From an optimization exercise on the open Yosys and OpenROAD flow, aimed at a short achievable clock period and few clock cycles; shortcuts taken in it are not production practice. RTL that was checked went through simulation tests only; none was proved equivalent to the original. The clock port is modelled as an ideal driver, which makes a skipped or thinned clock tree look cheaper than it is; a real chip needs a root buffer or a tree. Power is estimated from default activity; no workload was simulated.

== run 1 ==
Design cm0_dbgctl, start of the top module:
module cm0_dbgctl #(
    parameter integer P_POLL_LIMIT = 100
) (
    input  wire        clk,
    input  wire        rst,            
    input  wire        cmd_valid,
    output wire        cmd_ready,
    input  wire [31:0] cmd_word,
    input  wire [31:0] cmd_arg,
    output reg         resp_valid,
    output reg  [2:0]  resp_status,
    output reg  [31:0] resp_data,
    output reg  [7:0]  resp_err,
    output wire        bus_req,
    output wire        bus_we,
    output wire [31:0] bus_addr,
    output wire [31:0] bus_wdata,
    input  wire        bus_ack,
    input  wire [31:0] bus_rdata,
    input  wire        bus_err,
    input  wire [7:0]  bus_err_code
);
    localparam [2:0] ST_OK          = 3'd0;
    localparam [2:0] ST_TIMEOUT     = 3'd1;
    localparam [2:0] ST_TRANSPORT   = 3'd2;
    localparam [2:0] ST_UNSUPPORTED = 3'd3;
    localparam [2:0] ST_ILLEGAL     = 3'd4;
    localparam [3:0] OP_RDREG    = 4'h1;
    localparam [3:0] OP_WRREG    = 4'h2;
    localparam [3:0] OP_HALT     = 4'h3;
    localparam [3:0] OP_RUN      = 4'h4;
    localparam [3:0] OP_STEP     = 4'h5;
    localparam [3:0] OP_WAITH    = 4'h6;
    localparam [3:0] OP_BPUNITS  = 4'h7;
    localparam [3:0] OP_BPEN     = 4'h8;
    localparam [3:0] OP_SETBP    = 4'h9;
    localparam [3:0] OP_ENBP     = 4'hA;
    localparam [3:0] OP_DISBP    = 4'hB;
    localparam [3:0] OP_BASICREG = 4'hC;
    localparam integer SW = 10;
    localparam [9:0] S_NONE  = 10'b0_0_0_0_0_0_0_0_0_0;
    localparam [9:0] S_WSEL  = 10'b1_1_1_0_1_0_0_0_0_0;    
    localparam [9:0] S_WDAT  = 10'b1_1_0_1_1_0_0_0_0_0;    
    localparam [9:0] S_WCTL  = 10'b1_1_0_0_1_0_0_0_0_0;    
    localparam [9:0] S_RDAT  = 10'b1_0_0_1_1_0_0_1_0_0;    
  ...
Size in the first run: roughly 160 flip-flops.
export LEC_CHECK = 0
export CAP_MARGIN = 20
export CORE_MARGIN = 2
export CORE_UTILIZATION = 40
export SETUP_SLACK_MARGIN = 3.1
export SLEW_MARGIN = 20
create_clock -name core_clock -period 5.0 [get_ports {clk}]
standard.sh (not shown) runs the stock make flow with config.mk's settings and CLKGATE_MAP_FILE= SYNTH_SCRIPT=/design/flow/synth_recipe.tcl, a recipe that flattens the netlist after the stock synthesis.
==> flow/flow/run.sh <==
#!/bin/bash
# Layout flow: the standard synthesis unchanged, then the standard ORFS
# steps with port buffers that the resizer may size freely and a two-level
# hand-built clock tree (flow/cts_hook.tcl).
set -euo pipefail
W="$(pwd)"
F="$W/flow"
bash "$W/standard.sh" synth > "$W/make_synth.log" 2>&1
bash "$W/standard.sh" \
    MATCH_CELL_FOOTPRINT=0 \
    "BUFFER_PORTS_ARGS=-buffer_cell sky130_fd_sc_hd__buf_4" \
    "PRE_CTS_TCL=$F/cts_hook.tcl" \
    finish > "$W/make_layout.log" 2>&1
Other scripts of this flow, unchanged in this note and not shown: flow/flow/cts_hook.tcl, flow/flow/cts_tree.tcl
Testbench counts of run 1, summed over its fixed seeds: cycles 273,952.
For run 2, these inputs were changed with respect to run 1:
--- a/flow/design.v
+++ b/flow/design.v
@@ -119,12 +119,15 @@
     reg [6:0]  cnt_q;          
     reg        tc_q;           
     reg [31:0] wd_q;           
     reg [31:0] arg_q;          
     reg        wrreg_q;        
     reg [3:0]  bpl_q;          
+    reg        errq_q;         
+    reg        toq_q;          
+    reg [7:0]  errc_q;         
     reg        nzb_q;          
     reg        nzd_q;          
     reg        nzs_q;          
     reg        bas_q;          
     reg        uns_q;          
     reg [2:0]  sel_q;
@@ -171,15 +174,16 @@
             3'd6: d_basic = 4'd14;
             default: d_basic = 4'd13;
         endcase
     end
     wire bit_seen = pbit_q ? bus_rdata[17] : bus_rdata[16];
     wire good     = bus_ack && !bus_err && (!poll_q || bit_seen);    
+    wire fin_ok   = good && !q1[SW-1];             
     wire fin      = bus_ack && (bus_err || (poll_q && !bit_seen && tc_q) ||
                                 ((!poll_q || bit_seen) && !q1[SW-1]));
-    wire dec      = !req_q;    
+    wire dec      = !req_q;
     always @(posedge clk) begin
         if (rst) begin
             ready_q    <= 1'b1;
             run_q      <= 1'b0;
             req_q      <= 1'b0;
             resp_valid <= 1'b0;
@@ -187,17 +191,21 @@
             if (cmd_valid) begin
                 ready_q    <= 1'b0;
                 run_q      <= 1'b1;
                 req_q      <= c_start;
                 resp_valid <= 1'b0;
             end
+        end else if (dec) begin
+            ready_q    <= 1'b1;
+            run_q      <= 1'b0;
+            resp_valid <= 1'b1;
         end else begin
-            ready_q    <= dec || fin;
-            run_q      <= !dec && !fin;
-            req_q      <= !dec && !fin;
-            resp_valid <= dec || fin;
+            ready_q    <= fin_ok;
+            run_q      <= !fin_ok;
+            req_q      <= !fin;
+            resp_valid <= fin_ok;
         end
     end
     always @(posedge clk) begin
         if (rst) begin
             {we_q, a2_q, a3_q, ae_q, poll_q, pbit_q, rd8_q, rdbp_q, bpo_q} <= 9'd0;
         end else if (!run_q) begin
@@ -237,13 +245,18 @@
         else if (!run_q)
             wd_q <= c_wdata;
         else if (bus_ack)
             wd_q <= wrreg_q ? arg_q : 32'h0000_000F;
     end
     always @(posedge clk) begin
-        if (!run_q || good) begin
+        errq_q <= req_q && bus_ack && bus_err;
+        toq_q  <= req_q && bus_ack && !bus_err && poll_q && !bit_seen;
+        errc_q <= bus_err_code;
+    end
+    always @(posedge clk) begin
+        if (!run_q || !poll_q) begin
             cnt_q <= 7'd0;
             tc_q  <= 1'b0;
         end else if (bus_ack) begin
             cnt_q <= cnt_q + 7'd1;
             tc_q  <= (cnt_q == P_POLL_LIMIT - 2);
         end
@@ -255,21 +268,29 @@
         if (rst) begin
             resp_status <= ST_OK;
             resp_data   <= 32'd0;
             resp_err    <= 8'd0;
         end else if (run_q) begin
             if (dec) begin
-                resp_status <= !d_legal ? ST_ILLEGAL : (uns_q ? ST_UNSUPPORTED : ST_OK);
-                resp_data   <= {28'd0, d_basok ? d_basic : 4'd0};
-                resp_err    <= 8'd0;
+                resp_err <= errq_q ? errc_q : 8'd0;
+                if (errq_q) begin
+                    resp_status <= ST_TRANSPORT;
+                    resp_data   <= 32'd0;
+                end else if (toq_q) begin
+                    resp_status <= ST_TIMEOUT;
+                    resp_data   <= 32'd0;
+                end else begin
+                    resp_status <= !d_legal ? ST_ILLEGAL : (uns_q ? ST_UNSUPPORTED : ST_OK);
+                    resp_data   <= {28'd0, d_basok ? d_basic : 4'd0};
+                end
             end else begin
-                resp_status <= {1'b0, bus_err, !bus_err && poll_q && !bit_seen};
-                resp_err    <= bus_err ? bus_err_code : 8'd0;
-                if (rd8_q && !bus_err)
+                resp_status <= ST_OK;
+                resp_err    <= 8'd0;
+                if (rd8_q)
                     resp_data <= bus_rdata;
-                else if (bpo_q && !bus_err && bit_seen)
+                else if (bpo_q)
                     resp_data <= {28'd0, bpl_q};
                 else
                     resp_data <= 32'd0;
             end
         end
     end
Notes after the runs:
Run 2 completed every stage of the flow, and the final layout passed the timing, DRC and antenna checks.
Share of power burned in registers was lower in the run labelled run 1.
Summary — final standard cell count with taps included and fillers excluded, run 2 relative to run 1: higher, by 1.4%.
What run 1 reported for detailed-routed wire length on met3 has to be multiplied by 0.67 to get the figure for run 2.
End of the critical path: resp_data[2] -> run 1, req_q -> run 2
Looking only at global-route usage, and setting everything else aside, the lower value of run 1 and run 2 goes to run 2.
Minimum period implied by the final worst setup slack in run 2 is 0.35 ns above run 1.
Run 2 vs run 1, largest family of logic cells by synthesized area: simple AND/OR/NAND/NOR gates vs compound AO/OA/AOI/OAI gates
Run 2 against run 1: design area up 280 um2, final total power up 0.099 mW, number of instances in the synthesized netlist up about 1.3%, worst setup slack down 0.35 ns.
No functional check of the RTL was part of run 2. No run of this note takes its clock network from TritonCTS; it comes from the design's own scripts or RTL.

==> what the ideal ports hide <==
In the flow no input, the clock included, has a driving cell. The finished layouts below were timed again as built, in two steps. Step 1 sets driving cells, clkbuf_16 on the clock port and buf_2 on the other inputs (assumed; they add their load-dependent delay and slew). Step 2, shift: input delay + t, output delay - t, t = (earliest + latest rising clock arrival at the registers) / 2. This alone moves slack from input paths to output paths. Three values: ideal, step 1, step 2; two values: the first two.
| run | t (ns) | setup WS [ns] | worst hold slack (ns) | worst slew at a driven data input, ns |
|---|---|---|---|---|
| run 1 | 0.362 | 3.129 / 3.058 / 2.759 | 0.464 / 0.464 / 0.464 | 0.17 |
| run 2 | 0.360 | 2.775 / 2.804 / 2.469 | 0.463 / 0.463 / 0.463 | 0.12 |
After both steps every run listed still meets setup and hold. The setup slack of run 1, which loses most, moves by -0.071 ns with the drivers and by -0.370 ns with both steps.
